From an optimization exercise on the open Yosys and OpenROAD flow, aimed at small area, a short achievable clock period and few clock cycles per item; shortcuts taken in it are not production practice.
The RTL was checked by simulation tests, not by an equivalence proof against the original design.
No activity file was given, so power comes from the tool's default toggle rates.

--- flow/config.mk ---
export PLATFORM = sky130hd
export DESIGN_NAME = btc
export DESIGN_NICKNAME = btc
export VERILOG_FILES = /design/flow/design.v
export SDC_FILE = /design/flow/constraint.sdc
export NUM_CORES = 4
export LEC_CHECK = 0
export CAP_MARGIN = 30
export CORE_MARGIN = 2
export CORE_UTILIZATION = 60
export SLEW_MARGIN = 20
--- flow/constraint.sdc ---
create_clock -name core_clock -period 12.5 [get_ports {clk}]
set_input_delay 2.5000 -clock core_clock [delete_from_list [all_inputs] [get_ports {clk}]]
set_output_delay 2.5000 -clock core_clock [all_outputs]
set_load 0.01 [all_outputs]
--- flow/design.v ---
module btc (
    input  wire        clk,
    input  wire        rst,         
    input  wire        in_valid,
    output wire        in_ready,
    input  wire [15:0] in_data,
    output wire        out_valid,
    input  wire        out_ready,
    output wire [15:0] out_data
);
    localparam QD = 8;                  
    localparam [2:0] S_OK      = 3'd0;
    localparam [2:0] S_ALREADY = 3'd1;
    localparam [2:0] S_FULL    = 3'd2;
    localparam [2:0] S_EMPTY   = 3'd3;
    localparam [2:0] S_INVCAP  = 3'd4;
    localparam [2:0] S_ILLEGAL = 3'd5;
    localparam [2:0] S_NOBUF   = 3'd6;
    function [7:0] stcode;
        input [2:0] s;
        begin
            case (s)
                S_ALREADY: stcode = 8'h04;
                S_FULL:    stcode = 8'h05;
                S_EMPTY:   stcode = 8'h06;
                S_INVCAP:  stcode = 8'h0B;
                S_ILLEGAL: stcode = 8'h0C;
                S_NOBUF:   stcode = 8'h0D;
                default:   stcode = 8'h00;
            endcase
        end
    endfunction
    localparam [2:0] K_SIMPLE = 3'd0;   
    localparam [2:0] K_FREERB = 3'd1;   
    localparam [2:0] K_RBPOP  = 3'd2;   
    localparam [2:0] K_RBBULK = 3'd3;   
    localparam [2:0] K_TBRB   = 3'd4;   
    localparam [2:0] K_FREETB = 3'd5;   
    localparam [2:0] K_TBPOP  = 3'd6;   
    localparam [2:0] K_TBPEEK = 3'd7;   
    localparam DW = 12;                 
    localparam NQ = 2;                  
    reg [15:0] rbm [0:15];
    reg  [3:0] rT;
    reg [15:0] tbm0 [0:15];
    reg [15:0] tbm1 [0:15];
    reg [15:0] tbm2 [0:15];
    reg [15:0] tbm3 [0:15];
    reg        rb_present, tb_present;
    reg  [4:0] rb_c, tb_c;              
    reg  [3:0] rb_h, rb_w, tb_h, tb_w;  
    reg  [4:0] rb_occ, tb_occ;          
    reg  [4:0] rb_pend, tb_pend;        
    reg  [4:0] rb_pf, tb_pf;            
    reg  [4:0] rb_rl, tb_rl;            
    reg [15:0] f0, f1;
    reg        f0_z, f1_z;              
    reg        f0_hz, f1_hz;            
    reg  [1:0] fcnt;
    reg        in_ready_r;
    assign in_ready = in_ready_r;
    wire in_fire = in_valid & in_ready_r;
    wire fv = (fcnt != 2'd0);
    wire [15:0] x = f0;                 
    wire in_z  = (in_data == 16'd0);
    wire in_hz = (in_data[15:5] == 11'd0);
    localparam [1:0] P_HI = 2'd0, P_LO = 2'd1, P_PAY = 2'd2;
    reg  [1:0] pst;
    reg [15:0] pay_left;
    reg        pay_last;
    reg  [1:0] pidx;
    reg  [3:0] cmd;
    reg        legal_hi;
    reg        need_imm0;
    reg        is_n, is_q;
    localparam [3:0] C_RB_ALLOC = 4'd0, C_RB_FREE = 4'd1, C_RB_PUSH = 4'd2,
                     C_RB_POP = 4'd3, C_RB_RBULK = 4'd4, C_RB_WBULK = 4'd5,
                     C_RB_LEN = 4'd6, C_TB_ALLOC = 4'd8, C_TB_FREE = 4'd9,
                     C_TB_PUSH = 4'd10, C_TB_POP = 4'd11, C_TB_PEEK = 4'd12,
                     C_TB_RBULK = 4'd13, C_TB_LEN = 4'd14, C_NONE = 4'd15;
    reg [3:0] hi_cmd;
    reg       hi_known, hi_h;
    always @(*) begin
        hi_known = 1'b1;
        hi_h     = 1'b0;
        hi_cmd   = C_NONE;
        case (x[15:8])
            8'h10: hi_cmd = C_RB_ALLOC;
            8'h11: begin hi_cmd = C_RB_FREE;  hi_h = 1'b1; end
            8'h12: hi_cmd = C_RB_PUSH;
            8'h13: begin hi_cmd = C_RB_POP;   hi_h = 1'b1; end
            8'h14: hi_cmd = C_RB_RBULK;
            8'h15: hi_cmd = C_RB_WBULK;
            8'h16: begin hi_cmd = C_RB_LEN;   hi_h = 1'b1; end
            8'h20: hi_cmd = C_TB_ALLOC;
            8'h21: begin hi_cmd = C_TB_FREE;  hi_h = 1'b1; end
            8'h22: begin hi_cmd = C_TB_PUSH;  hi_h = 1'b1; end
            8'h23: begin hi_cmd = C_TB_POP;   hi_h = 1'b1; end
            8'h24: begin hi_cmd = C_TB_PEEK;  hi_h = 1'b1; end
            8'h25: begin hi_cmd = C_TB_RBULK; hi_h = 1'b1; end
            8'h26: begin hi_cmd = C_TB_LEN;   hi_h = 1'b1; end
            default: hi_known = 1'b0;
        endcase
    end
    reg [DW-1:0] q [0:QD-1];
    reg [QD:0]   qv;                    
    reg [24:0] nq [0:NQ-1];
    reg [NQ:0] nqv;
    wire [DW-1:0] hd = q[0];
    wire [2:0]  a_kind = hd[2:0];
    wire [4:0]  a_val  = hd[7:3];
    wire [3:0]  a_ptr  = hd[11:8];
    wire        a_cf   = (a_kind == K_TBRB);
    wire [2:0]  a_st   = (a_kind == K_SIMPLE) ? a_ptr[2:0] : S_OK;
    wire [19:0] a_n    = a_cf ? nq[0][19:0] : {5'd1, 5'd1, 5'd1, 5'd1};
    wire        a_tb   = a_kind[2];
    reg  [4:0]  a_fr;
    always @(*) begin
        case (a_kind)
            K_FREERB, K_RBBULK, K_FREETB: a_fr = a_val;
            K_RBPOP, K_TBPOP:             a_fr = 5'd1;
            K_TBRB:                       a_fr = nq[0][24:20];
            default:                      a_fr = 5'd0;
        endcase
    end
    wire        a_v    = qv[0];
    reg  [2:0] a_ph;                    
    reg  [1:0] a_lane;
    reg  [4:0] a_cnt;
    reg [15:0] a_rd;                    
    reg [15:0] a_trd;                   
    reg  [3:0] a_lo;                    
    reg [15:0] o0, o1, od;
    reg  [1:0] ocnt;
    reg        ov;
    assign out_data  = od;
    assign out_valid = ov;
    wire o_pop = ov & out_ready;
    wire adv = ~ocnt[1];                
    reg        e_enq;
    reg  [2:0] e_kind;
    reg  [4:0] e_val;
    reg  [3:0] e_ptr;
    reg        e_nq;                    
    reg        e_tb;                    
    reg  [4:0] e_fr;                    
    wire legal = legal_hi & ~(need_imm0 & ~f0_z);
    wire bad_cap = f0_z | ~f0_hz | (x[4] & (x[3:0] != 4'd0));
    wire rb_full  = (rb_occ == rb_c);
    wire rb_empty = (rb_occ == 5'd0);
    wire tb_full  = (tb_occ == tb_c);
    wire tb_empty = (tb_occ == 5'd0);
    wire [5:0] rb_use = {1'b0, rb_occ} + {1'b0, rb_pend};
    wire [5:0] tb_use = {1'b0, tb_occ} + {1'b0, tb_pend};
    wire rb_room = ~rb_use[5] & ~rb_use[4];
    wire tb_room = ~tb_use[5] & ~tb_use[4];
    wire [4:0] rb_free = rb_c - rb_occ;
    wire [4:0] rb_k  = (f0_hz && x[4:0] < rb_occ)  ? x[4:0] : rb_occ;    
    wire [4:0] wb_k  = (f0_hz && x[4:0] < rb_free) ? x[4:0] : rb_free;   
    wire [4:0] tb_np = (f0_hz && x[4:0] < tb_occ)  ? x[4:0] : tb_occ;    
    reg        wb_on;                   
    reg  [4:0] wb_left;
    reg        tp_on;                   
    reg        tr_on;                   
    reg [14:0] tr_n;                    
    reg  [4:0] tr_m;                    
    reg        tr_fin;                  
    wire [4:0] tr_ml = (f0_hz && x[4:0] < tr_m) ? x[4:0] : tr_m;
    wire [4:0] tr_mnext = (pidx == 2'd0) ? tb_np : tr_ml;
    wire q_full = qv[QD-1];
    wire rbw_lo  = (pst == P_LO) & (cmd == C_RB_PUSH) & legal_hi & rb_present & ~rb_full;
    wire rbw_pay = (pst == P_PAY) & wb_on & (wb_left != 5'd0);
    wire e_rbw = rbw_lo | rbw_pay;
    wire e_tbw = (pst == P_PAY) & tp_on;
    wire rb_we = fv & e_rbw & rb_room;
    reg [15:0] s1d, s2d, s3d;
    reg  [1:0] s1l, s2l, s3l;
    reg  [3:0] s1w, s2w, s3w;
    reg        s1v, s2v, s3v;
    wire [3:0]  tb_wt = tb_w - rT - 4'd1;       
    wire [1:0]  tb_d  = tb_wt[1:0] + pidx;      
    wire tb_cf = (tb_d == 2'd0) ? s1v : (tb_d == 2'd1) ? s2v : (tb_d == 2'd2) ? s3v : 1'b0;
    wire tb_ok  = tb_room & ~tb_cf;
    wire tb_go  = fv & e_tbw & tb_ok;            
    wire tb_dir = tb_go & (tb_d == 2'd0);        
    wire        rw_en = tb_dir | s1v;
    wire [15:0] rw_d  = s1v ? s1d : x;
    wire  [1:0] rw_l  = s1v ? s1l : pidx;
    wire  [3:0] rw_p  = s1v ? (s1w - rT - 4'd1) : tb_wt;
    always @(*) begin
        e_enq  = 1'b0;
        e_kind = K_SIMPLE;
        e_val  = 5'd0;
        e_ptr  = {1'b0, S_OK};
        e_nq   = 1'b0;
        e_tb   = cmd[3];
        e_fr   = 5'd0;
        if (pst == P_LO) begin
            e_enq = 1'b1;
            if (!legal) begin
                e_ptr = {1'b0, S_ILLEGAL};
            end else begin
                case (cmd)
                    C_RB_ALLOC:
                        if (rb_present)   e_ptr = {1'b0, S_ALREADY};
                        else if (bad_cap) e_ptr = {1'b0, S_INVCAP};
                    C_RB_FREE:
                        if (!rb_present) e_ptr = {1'b0, S_NOBUF};
                        else begin
                            e_kind = K_FREERB;
                            e_val  = rb_occ;
                            e_fr   = rb_occ;
                        end
                    C_RB_PUSH:
                        if (!rb_present)  e_ptr = {1'b0, S_NOBUF};
                        else if (rb_full) e_ptr = {1'b0, S_FULL};
                    C_RB_POP:
                        if (!rb_present)   e_ptr = {1'b0, S_NOBUF};
                        else if (rb_empty) e_ptr = {1'b0, S_EMPTY};
                        else begin
                            e_kind = K_RBPOP;
                            e_ptr  = rb_h;
                            e_fr   = 5'd1;
                        end
                    C_RB_RBULK:
                        if (!rb_present) e_ptr = {1'b0, S_NOBUF};
                        else begin
                            e_kind = K_RBBULK;
                            e_val  = rb_k;
                            e_ptr  = rb_h;
                            e_fr   = rb_k;
                        end
                    C_RB_WBULK:
                        if (!rb_present) e_ptr = {1'b0, S_NOBUF};
                        else e_val = wb_k;
                    C_RB_LEN:
                        if (!rb_present) e_ptr = {1'b0, S_NOBUF};
                        else e_val = rb_occ;
                    C_TB_ALLOC:
                        if (tb_present)   e_ptr = {1'b0, S_ALREADY};
                        else if (bad_cap) e_ptr = {1'b0, S_INVCAP};
                    C_TB_FREE:
                        if (!tb_present) e_ptr = {1'b0, S_NOBUF};
                        else begin
                            e_kind = K_FREETB;
                            e_val  = tb_occ;
                            e_fr   = tb_occ;
                        end
                    C_TB_PUSH:
                        if (!tb_present)  e_ptr = {1'b0, S_NOBUF};
                        else if (tb_full) e_ptr = {1'b0, S_FULL};
                    C_TB_POP, C_TB_PEEK:
                        if (!tb_present)   e_ptr = {1'b0, S_NOBUF};
                        else if (tb_empty) e_ptr = {1'b0, S_EMPTY};
                        else begin
                            e_kind = (cmd == C_TB_POP) ? K_TBPOP : K_TBPEEK;
                            e_ptr  = tb_h;
                            e_fr   = (cmd == C_TB_POP) ? 5'd1 : 5'd0;
                        end
                    C_TB_RBULK:
                        if (!tb_present) e_ptr = {1'b0, S_NOBUF};
                        else e_enq = 1'b0;       
                    C_TB_LEN:
                        if (!tb_present) e_ptr = {1'b0, S_NOBUF};
                        else e_val = tb_occ;
                    default: e_ptr = {1'b0, S_ILLEGAL};
                endcase
            end
        end else if (pst == P_PAY && tr_on && pidx == 2'd3) begin
            e_enq  = 1'b1;
            e_nq   = 1'b1;
            e_kind = K_TBRB;
            e_ptr  = tb_h;
            e_tb   = 1'b1;
            e_fr   = tr_ml;
        end
    end
    wire tr_last = (pst == P_PAY) & tr_on & (pidx == 2'd3);
    wire e_stall = (q_full & ((pst == P_LO) | tr_last)) | (nqv[NQ-1] & tr_last)
                 | (e_rbw & ~rb_room) | (e_tbw & ~tb_ok);
    wire e_go = fv & ~e_stall;
    wire e_push = e_go & e_enq;
    wire [DW-1:0] e_desc = {e_ptr, e_val, e_kind};
    wire [24:0] e_cnt = {tr_ml, tb_np, tr_n};
    wire [4:0] an0 = a_n[4:0], an1 = a_n[9:5], an2 = a_n[14:10], an3 = a_n[19:15];
    wire [3:0] nz = {an3 != 5'd0, an2 != 5'd0, an1 != 5'd0, an0 != 5'd0};
    reg  [3:0] nz_after;
    always @(*) begin
        case (a_lane)
            2'd0: nz_after = {nz[3:1], 1'b0};
            2'd1: nz_after = {nz[3:2], 2'b0};
            2'd2: nz_after = {nz[3], 3'b0};
            default: nz_after = 4'b0;
        endcase
    end
    wire [3:0] nz_sel = (a_ph == 3'd4) ? nz_after : nz;
    wire       nl_any = (nz_sel != 4'b0);
    wire [1:0] nl     = nz_sel[0] ? 2'd0 : nz_sel[1] ? 2'd1 : nz_sel[2] ? 2'd2 : 2'd3;
    reg  [4:0] n_nl;
    always @(*) begin
        case (nl)
            2'd0: n_nl = an0;
            2'd1: n_nl = an1;
            2'd2: n_nl = an2;
            default: n_nl = an3;
        endcase
    end
    reg [4:0] n_lane;
    always @(*) begin
        case (a_lane)
            2'd0: n_lane = an0;
            2'd1: n_lane = an1;
            2'd2: n_lane = an2;
            default: n_lane = an3;
        endcase
    end
    wire [15:0] ptr_oh = 16'd1 << a_ptr;
    wire [15:0] rb_sel = (a_ph == 3'd0) ? ptr_oh : a_rd;
    reg [15:0] rb_rd, tb_rd;
    integer j;
    always @(*) begin
        rb_rd = 16'd0;
        tb_rd = 16'd0;
        for (j = 0; j < 16; j = j + 1) begin
            rb_rd = rb_rd | ({16{rb_sel[j]}} & rbm[j]);
            tb_rd = tb_rd | ({16{a_lo[0] & a_trd[j]}} & tbm0[j])
                          | ({16{a_lo[1] & a_trd[j]}} & tbm1[j])
                          | ({16{a_lo[2] & a_trd[j]}} & tbm2[j])
                          | ({16{a_lo[3] & a_trd[j]}} & tbm3[j]);
        end
    end
    reg [15:0] g_word;
    reg        g_last;
    always @(*) begin
        g_word = 16'd0;
        g_last = 1'b0;
        case (a_ph)
            3'd0: g_word = (a_kind == K_RBPOP) ? rb_rd :
                           (a_kind == K_SIMPLE || a_kind == K_RBBULK) ? {11'd0, a_val} : 16'd0;
            3'd1: begin
                g_word = {8'h00, stcode(a_st)};
                g_last = ~a_kind[2] & ((a_kind != K_RBBULK) | (a_val == 5'd0))
                       | (a_kind == K_FREETB);
            end
            3'd2: begin
                g_word = {11'd0, n_lane};
                g_last = (a_lane == 2'd3) && !nl_any;
            end
            3'd3: begin
                g_word = rb_rd;
                g_last = (a_cnt == 5'd1);
            end
            default: begin
                g_word = tb_rd;
                g_last = (a_cnt == 5'd1) && !nl_any;
            end
        endcase
    end
    wire a_step = a_v & adv;
    wire a_done = a_step & g_last;
    wire f_pop = e_go;
    wire [1:0] fcnt_next = fcnt + {1'b0, in_fire} - {1'b0, f_pop};
    wire o0_ldg = (a_step & ~o_pop & (ocnt == 2'd0)) | (a_step & o_pop & (ocnt == 2'd1));
    wire [1:0] ocnt_next = ocnt + {1'b0, a_step} - {1'b0, o_pop};
    always @(posedge clk) begin
        if ((in_fire & ~f_pop & (fcnt == 2'd0)) | (in_fire & f_pop & (fcnt == 2'd1))) begin
            f0    <= in_data;
            f0_z  <= in_z;
            f0_hz <= in_hz;
        end else if (f_pop) begin
            f0    <= f1;
            f0_z  <= f1_z;
            f0_hz <= f1_hz;
        end
        if (in_fire & ((fcnt == 2'd1 & ~f_pop) | (fcnt == 2'd2))) begin
            f1    <= in_data;
            f1_z  <= in_z;
            f1_hz <= in_hz;
        end
        if (o0_ldg)
            o0 <= g_word;
        else if (o_pop)
            o0 <= o1;
        od <= (ocnt_next == 2'd0) ? 16'd0 : (o0_ldg ? g_word : (o_pop ? o1 : o0));
        if (a_step & ((ocnt == 2'd1 & ~o_pop) | (ocnt == 2'd2)))
            o1 <= g_word;
    end
    integer i;
    always @(posedge clk) begin
        if (rst) begin
            fcnt       <= 2'd0;
            in_ready_r <= 1'b0;
            pst        <= P_HI;
            wb_on      <= 1'b0;
            tp_on      <= 1'b0;
            tr_on      <= 1'b0;
            tr_fin     <= 1'b0;
            rb_present <= 1'b0;
            tb_present <= 1'b0;
            rb_occ     <= 5'd0;
            tb_occ     <= 5'd0;
            rb_pend    <= 5'd0;
            tb_pend    <= 5'd0;
            rb_pf      <= 5'd0;
            tb_pf      <= 5'd0;
            rb_rl      <= 5'd0;
            tb_rl      <= 5'd0;
            rb_h       <= 4'd0;
            rb_w       <= 4'd0;
            tb_h       <= 4'd0;
            tb_w       <= 4'd0;
            qv         <= {(QD+1){1'b0}};
            a_ph       <= 3'd0;
            ov         <= 1'b0;
            ocnt       <= 2'd0;
        end else begin
            fcnt       <= fcnt_next;
            in_ready_r <= ~(~f_pop & (fcnt[1] | (fcnt[0] & in_valid)));
            ocnt <= ocnt_next;
            ov   <= (ocnt_next != 2'd0);
            tr_fin <= 1'b0;
            if (tr_fin) begin
                tb_h   <= tb_h + tr_m[3:0];
                tb_occ <= tb_occ - tr_m;
            end
            if (e_go) begin
                case (pst)
                    P_HI: begin
                        cmd       <= hi_cmd;
                        legal_hi  <= hi_known & (x[7:0] == 8'd0);
                        need_imm0 <= hi_h;
                        is_n      <= (x[15:8] == 8'h15) || (x[15:8] == 8'h31);
                        is_q      <= (x[15:8] == 8'h22) || (x[15:8] == 8'h25)
                                  || (x[15:8] == 8'h33) || (x[15:8] == 8'h34);
                        pst       <= P_LO;
                    end
                    P_LO: begin
                        pay_left <= is_n ? x : 16'd4;
                        pay_last <= is_n ? (x == 16'd1) : 1'b0;
                        pidx     <= 2'd0;
                        pst      <= ((is_n & ~f0_z) | is_q) ? P_PAY : P_HI;
                        wb_on    <= legal & (cmd == C_RB_WBULK) & rb_present;
                        wb_left  <= wb_k;
                        tp_on    <= legal & (cmd == C_TB_PUSH) & tb_present & ~tb_full;
                        tr_on    <= legal & (cmd == C_TB_RBULK) & tb_present;
                        if (legal) begin
                            case (cmd)
                                C_RB_ALLOC:
                                    if (!rb_present && !bad_cap) begin
                                        rb_present <= 1'b1;
                                        rb_c       <= x[4:0];
                                        rb_occ     <= 5'd0;
                                    end
                                C_RB_FREE:
                                    if (rb_present) begin
                                        rb_present <= 1'b0;
                                        rb_occ     <= 5'd0;
                                        rb_h       <= rb_w;
                                    end
                                C_RB_PUSH:
                                    if (rb_present && !rb_full) begin
                                        rb_w   <= rb_w + 4'd1;
                                        rb_occ <= rb_occ + 5'd1;
                                    end
                                C_RB_POP:
                                    if (rb_present && !rb_empty) begin
                                        rb_h   <= rb_h + 4'd1;
                                        rb_occ <= rb_occ - 5'd1;
                                    end
                                C_RB_RBULK:
                                    if (rb_present) begin
                                        rb_h   <= rb_h + rb_k[3:0];
                                        rb_occ <= rb_occ - rb_k;
                                    end
                                C_TB_ALLOC:
                                    if (!tb_present && !bad_cap) begin
                                        tb_present <= 1'b1;
                                        tb_c       <= x[4:0];
                                        tb_occ     <= 5'd0;
                                    end
                                C_TB_FREE:
                                    if (tb_present) begin
                                        tb_present <= 1'b0;
                                        tb_occ     <= 5'd0;
                                        tb_h       <= tb_w;
                                    end
                                C_TB_POP:
                                    if (tb_present && !tb_empty) begin
                                        tb_h   <= tb_h + 4'd1;
                                        tb_occ <= tb_occ - 5'd1;
                                    end
                                default: ;
                            endcase
                        end
                    end
                    default: begin  
                        pay_left <= pay_left - 16'd1;
                        pay_last <= (pay_left == 16'd2);
                        pidx     <= pidx + 2'd1;
                        if (pay_last)
                            pst <= P_HI;
                        if (e_rbw) begin
                            wb_left <= wb_left - 5'd1;
                            rb_w    <= rb_w + 4'd1;
                            rb_occ  <= rb_occ + 5'd1;
                        end
                        if (tp_on && pidx == 2'd3) begin
                            tb_w   <= tb_w + 4'd1;
                            tb_occ <= tb_occ + 5'd1;
                        end
                        if (tr_on) begin
                            case (pidx)
                                2'd0: tr_n[4:0]   <= tb_np;
                                2'd1: tr_n[9:5]   <= tb_np;
                                2'd2: tr_n[14:10] <= tb_np;
                                default: ;
                            endcase
                            tr_m <= tr_mnext;
                            if (pidx == 2'd3)
                                tr_fin <= 1'b1;
                        end
                    end
                endcase
            end
            rb_pf <= (e_push & ~e_tb) ? e_fr : 5'd0;
            tb_pf <= (e_push & e_tb) ? e_fr : 5'd0;
            rb_rl <= (a_done & ~a_tb) ? a_fr : 5'd0;
            tb_rl <= (a_done & a_tb) ? a_fr : 5'd0;
            rb_pend <= rb_pend + rb_pf - rb_rl;
            tb_pend <= tb_pend + tb_pf - tb_rl;
            qv <= qv_next;
            if (a_done)
                a_ph <= 3'd0;
            else if (a_step) begin
                case (a_ph)
                    3'd0: a_ph <= 3'd1;
                    3'd1: begin
                        a_rd <= ptr_oh;
                        if (a_kind == K_RBBULK) begin
                            a_ph  <= 3'd3;
                            a_cnt <= a_val;
                        end else if (a_cf) begin
                            a_ph   <= 3'd2;
                            a_lane <= 2'd0;
                            a_lo   <= 4'b0001;
                        end else begin
                            a_ph   <= 3'd4;
                            a_lane <= 2'd0;
                            a_lo   <= 4'b0001;
                            a_cnt  <= 5'd1;
                        end
                    end
                    3'd2: begin
                        if (a_lane == 2'd3) begin
                            a_ph   <= 3'd4;
                            a_lane <= nl;
                            a_lo   <= 4'b0001 << nl;
                            a_cnt  <= n_nl;
                        end else begin
                            a_lane <= a_lane + 2'd1;
                            a_lo   <= {a_lo[2:0], a_lo[3]};
                        end
                    end
                    3'd3: begin
                        a_rd  <= {a_rd[14:0], a_rd[15]};
                        a_cnt <= a_cnt - 5'd1;
                    end
                    default: begin
                        if (a_cnt == 5'd1) begin
                            a_rd   <= ptr_oh;
                            a_lane <= nl;
                            a_lo   <= 4'b0001 << nl;
                            a_cnt  <= n_nl;
                        end else begin
                            a_rd  <= {a_rd[14:0], a_rd[15]};
                            a_cnt <= a_cnt - 5'd1;
                        end
                    end
                endcase
            end
        end
    end
    wire [QD:0] qv_sh = a_done ? {1'b0, qv[QD:1]} : qv;
    wire [QD:0] qv_ins  = qv_sh ^ {qv_sh[QD-1:0], 1'b1};    
    wire [QD:0] qv_next = qv_sh | (e_push ? qv_ins : {(QD+1){1'b0}});
    always @(posedge clk) begin
        for (i = 0; i < QD; i = i + 1) begin
            if (e_push && qv_ins[i])
                q[i] <= e_desc;
            else if (a_done && i < QD-1)
                q[i] <= q[(i < QD-1) ? i+1 : i];
        end
    end
    wire        nq_pop = a_done & a_cf;
    wire [NQ:0] nqv_sh  = nq_pop ? {1'b0, nqv[NQ:1]} : nqv;
    wire [NQ:0] nqv_ins = nqv_sh ^ {nqv_sh[NQ-1:0], 1'b1};
    always @(posedge clk) begin
        if (rst)
            nqv <= {(NQ+1){1'b0}};
        else
            nqv <= nqv_sh | ((e_push & e_nq) ? nqv_ins : {(NQ+1){1'b0}});
        for (i = 0; i < NQ; i = i + 1) begin
            if (e_push && e_nq && nqv_ins[i])
                nq[i] <= e_cnt;
            else if (nq_pop && i < NQ-1)
                nq[i] <= nq[(i < NQ-1) ? i+1 : i];
        end
    end
    always @(posedge clk) begin
        if (rb_we)
            rbm[rb_w] <= x;
    end
    wire [15:0] rw_oh = 16'd1 << rw_p;
    always @(posedge clk) begin
        if (rst) begin
            s1v <= 1'b0;
            s2v <= 1'b0;
            s3v <= 1'b0;
        end else begin
            s1v <= (tb_go & (tb_d == 2'd1)) | s2v;
            s2v <= (tb_go & (tb_d == 2'd2)) | s3v;
            s3v <= tb_go & (tb_d == 2'd3);
        end
        if (tb_go && tb_d == 2'd1) begin s1d <= x; s1l <= pidx; s1w <= tb_w; end
        else begin s1d <= s2d; s1l <= s2l; s1w <= s2w; end
        if (tb_go && tb_d == 2'd2) begin s2d <= x; s2l <= pidx; s2w <= tb_w; end
        else begin s2d <= s3d; s2l <= s3l; s2w <= s3w; end
        s3d <= x;
        s3l <= pidx;
        s3w <= tb_w;
    end
    always @(posedge clk) begin
        for (j = 0; j < 16; j = j + 1) begin
            if ((j % 4 == 0) && rw_en && rw_l == 2'd0 && rw_oh[j]) tbm0[j] <= rw_d;
            else tbm0[j] <= tbm0[(j + 1) % 16];
            if ((j % 4 == 3) && rw_en && rw_l == 2'd1 && rw_oh[j]) tbm1[j] <= rw_d;
            else tbm1[j] <= tbm1[(j + 1) % 16];
            if ((j % 4 == 2) && rw_en && rw_l == 2'd2 && rw_oh[j]) tbm2[j] <= rw_d;
            else tbm2[j] <= tbm2[(j + 1) % 16];
            if ((j % 4 == 1) && rw_en && rw_l == 2'd3 && rw_oh[j]) tbm3[j] <= rw_d;
            else tbm3[j] <= tbm3[(j + 1) % 16];
        end
    end
    wire [3:0]  trd_ld = a_ptr - rT - 4'd1;
    always @(posedge clk) begin
        if (rst)
            rT <= 4'd0;
        else
            rT <= rT + 4'd1;
        if (a_step && (a_ph == 3'd1 || (a_ph == 3'd4 && a_cnt == 5'd1)))
            a_trd <= 16'd1 << trd_ld;
        else if (!(a_step && a_ph == 3'd4))
            a_trd <= {a_trd[0], a_trd[15:1]};
    end
endmodule
--- flow/flow/run.sh ---
#!/bin/bash
set -euo pipefail
bash standard.sh \
  SETUP_SLACK_MARGIN=9 \
  "BUFFER_PORTS_ARGS=-buffer_cell sky130_fd_sc_hd__buf_4" \
  "CTS_ARGS=-sink_clustering_enable -repair_clock_nets -dont_use_dummy_load -sink_clustering_size 22 -sink_clustering_max_diameter 80" \
  finish > standard_flow.log 2>&1
--- flow/standard.sh ---
#!/bin/bash
# synth_recipe.tcl (not shown) runs the flow's synth.tcl, then flattens the netlist and writes it again
# the make line also repeats each setting of config.mk as NAME=value (left out here)
make -C /OpenROAD-flow-scripts/flow DESIGN_CONFIG=/design/flow/config.mk WORK_HOME=/design/flow/orfs CLKGATE_MAP_FILE= SYNTH_SCRIPT=/design/flow/synth_recipe.tcl "${@:-finish}"
==> reports/results.tsv <==
metric	value	unit
fin_nets	5480	
synth_async_sr_flop_share	0	
clock_sinks	1779	
max_slew.worst_pin.slew	1.113	ns
cp.arrival	4.21	ns
placed_area	65940	um^2
synth.area.top_cells	dfxtp_1 (38%), edfxtp_1 (26%), a22oi_1 (3.7%)	
cts_buffer_depth	3	
crit_fanout	8	
met3WireLength	13870	um
status	no timing/DRC/antenna violations	
grt_pass1_wl	270200	um
dp.cells	6483	
setup_violations	0	
holdPathEnd	tbm2[0][4]$_DFF_P_	
ff2ff_setup_slack	8.70	ns
ir_drop	0.1776	mV
end_kind	flip-flop	
clock_latency	0.73	ns
fillCellCount	7737	
stdcell_count	6739	
worstSetupStartpointType	flip-flop	
io_buffer_count	37	
grt_antenna_before_repair	5	
synth_fp_nets	5400	
final_cell_mix	dfxtp_1 (1191), edfxtp_1 (559), nand2_1 (380), a22oi_1 (311), o21ai_0 (293)	
synthFlopType	dfxtp_1	
cts_root_buffer	clkbuf_16	
gr-total-overflow	0	
grt_max_degree	50	
path_cells	inv_1 > ha_2 > inv_2 > fa_2 > a21o_1 > a21oi_2 > xor2_1 > ha_1 > nand2_1 > nand3b_1 > a31oi_4 > buf_6 > mux2_4 > a222oi_1 > a21oi_4 > mux2_4	
n_antenna_cell	0	
leakage	0.02547	uW
htreeDepth	3	
grt_use_total	0.3319	
final_common_cell	dfxtp_1	
rows	119	
slowest_delay	0.39	ns
final_area	71300	um^2
ys_warn_count	7	
synthCells	5270	
vias	43750	
num_io_pins	38	
multi_input_area	22350	um^2
wl_met1	77180	um
reg2reg_from	rb_c[0]$_DFFE_PP_	
drive_gt1_frac	0.1668	
fin_crit_sh	0.3042	
slowest_stage	a222oi_1	
hp-class	reg2reg	
yosysTopAreaCell	dfxtp_1	
setup_slack	8.697	ns
hold_viol	0	
drt-pass1-iter-count	11	
crit_type	reg2reg	
startpoint	rb_c[0]$_DFFE_PP_	
synth_top_area_frac	0.3840	
area_growth	12.09	%
dp_hpwl	110200	um
p_per_area	185.1	nW/um^2
wl_met2	87720	um
via_per_inst	6.492	
synth_edf_count	559	
first_iter_violations	4896	
ys_types	96	
core_area	105300	um^2
place_congestion	0.9041	
r2r_cells	16	
final.setup.tns	0	ns
die_w	329.6	um
die_area	108600	um^2
rsz0062_at_grt	yes	
r2r_end	q[4][6]$_DFFE_PP_	
slew_viol_final	0	
clock.fmax	262.9	MHz
drv_cap	0	
cp_common_cell	mux2_4	
path_delay_family	compound AO/OA/AOI/OAI gates	
path_buf_inv	3	
final_antenna_net_count	0	
synth_area	63610	um^2
regArea	41270	um^2
ys_seq_area_frac	0.6479	
post-route-min-period	3.803	ns
holdCritStartpoint	tbm2[1][4]$_DFF_P_	
wl_per_cell	27.65	um
numCtsBuffers	92	
clock_skew	0.07957	ns
postSynthAreaPerCell	12.07	um^2
drt-total-wl	186300	um
drc	0	
die_height	329.6	um
cp.required	12.91	ns
slew-limit-headroom	0.2553	
whs_path_depth	0	
first_global_vias	41960	
pre_cts_ws	7.469	ns
cts_tree	yes	
power	13200	uW
path_clk_slew	0.09	ns
start_util	0.6043	
synth_seq_cells	1779	
top_layer	met5	
-- what timing repair did --
action	in CTS	in global routing
hold buffers	0	0
setup endpoints to repair	992	538
gates resized for setup	237	149
pin swaps	28	42
setup buffers	73	67
cloned	7	13
-- sequential cells by signal (all words and copies together), names as in the netlist, 50 cells and up, named ones only --
| name | cells |
|---|---|
| nq | 50 |
| q | 96 |
| rbm | 256 |
| tbm0 | 256 |
| tbm1 | 256 |
| tbm2 | 256 |
| tbm3 | 256 |
-- layout make-up --
class,count,share of cell area
multi-input combinational,3019,0.3134
timing repair inverter,2,0.0002106
sequential,1779,0.5788
clock buffer,92,0.03229
timing repair buffer,324,0.04352
tap,1391,0.02441
inverter,132,0.007388
-- worst max-delay path by stage --
stage | to | slack (ns) | depth (start not counted)
after floorplan | flip-flop | 8.27 | 10
after global placement | flip-flop | 7.59 | 14
after detailed placement | flip-flop | 7.47 | 14
after CTS | q[2][5]$_DFFE_PP_ | 8.78 | 16
after global routing | q[1][6]$_DFFE_PP_ | 8.52 | 16
final | q[4][6]$_DFFE_PP_ | 8.70 | 16
-- routing by layer --
| layer | vias to the layer above | GRT usage |
|---|---|---|
| met5 | - | 0 |
| met4 | 6 | 0.1208 |
| met3 | 387 | 0.04516 |
| met2 | 1972 | 0.5442 |
| met1 | 21710 | 0.4530 |
| li1 | 19680 | - |
-- power breakdown --
| part | internal, uW | switching (uW) | total [uW] |
|---|---|---|---|
| logic | 1180 | 2310 | 3490 |
| clock network | 1310 | 1750 | 3060 |
| registers | 6430 | 217 | 6640 |
| total | 8920 | 4280 | 13200 |
-- synth_stat cells (all sizes together) (10+ instances only) --
master,instances
or3,10
a21oi,204
nor2b,31
edfxtp,559
inv,131
a21boi,10
nand2b,32
mux2,205
o21ai,312
o22ai,33
buf,73
dfxtp,1220
nand3,205
a31oi,45
and2,15
a211oi,11
or4,11
a21o,31
xnor2,52
and4,14
o31ai,10
nor4,36
a22oi,311
a222oi,67
xor2,28
mux2i,59
fa,16
clkbuf,279
nor3,54
a22o,142
nor4b,10
and3,19
nor2,234
a221oi,102
o211ai,13
nand4,54
nand2,396
ha,94
-- logic make-up (layout without fill, tap and decap cells) --
group	after synthesis	count (layout)	synth area share
AO/OA/AOI/OAI	1382	1382	0.1512
flip-flops	1779	1779	0.6479
multiplexers	264	265	0.04723
AND/OR/NAND/NOR	1170	1181	0.08889
buffers and inverters	484	550	0.02994
adder cells (fa/ha/maj)	110	110	0.02353
XOR/XNOR	81	81	0.01137
-- per-stage QoR --
stage          hold slack, ns    util
6_report               0.2803  0.6773
5_1_grt                0.3061  0.6773
4_1_cts                0.2972  0.6647
3_5_place_dp           0.3356  0.6264
3_3_place_gp           0.3323  0.6244
2_1_floorplan          0.3242       -
Testbench counts, summed over its fixed seeds: cycles 13,462, items 3,281.

## port drivers added, routing unchanged
Ports are ideal in the flow. The routed layout listed here was re-timed in OpenROAD.
Step 1 (the two cells are an assumption about what drives the block):
set clk [get_ports {clk}]
set_driving_cell -lib_cell sky130_fd_sc_hd__clkbuf_16 $clk
set_driving_cell -lib_cell sky130_fd_sc_hd__buf_2 [delete_from_list [all_inputs] $clk]
Step 2 adds t to the input delays and takes it off the output delays; t is the mean of the earliest and latest rising clock arrival at the registers after step 1. Input paths then give back, and output paths get back, about the clock's delay inside the block.
Slacks: no drivers / after step 1 / after step 2; pairs: no drivers / after step 1.
shift t [ns]: 0.754
slack for setup (ns): 8.697 / 8.697 / 8.067
worst hold slack (ns): 0.280 / 0.280 / 0.280
worst data-port slew with drivers (ns): 0.05
cell pins on the clock port's net: 1
After both steps setup and hold are still met in this run. For this run, drivers alone change the setup slack by 0.000 ns; drivers and shift together by -0.630 ns.
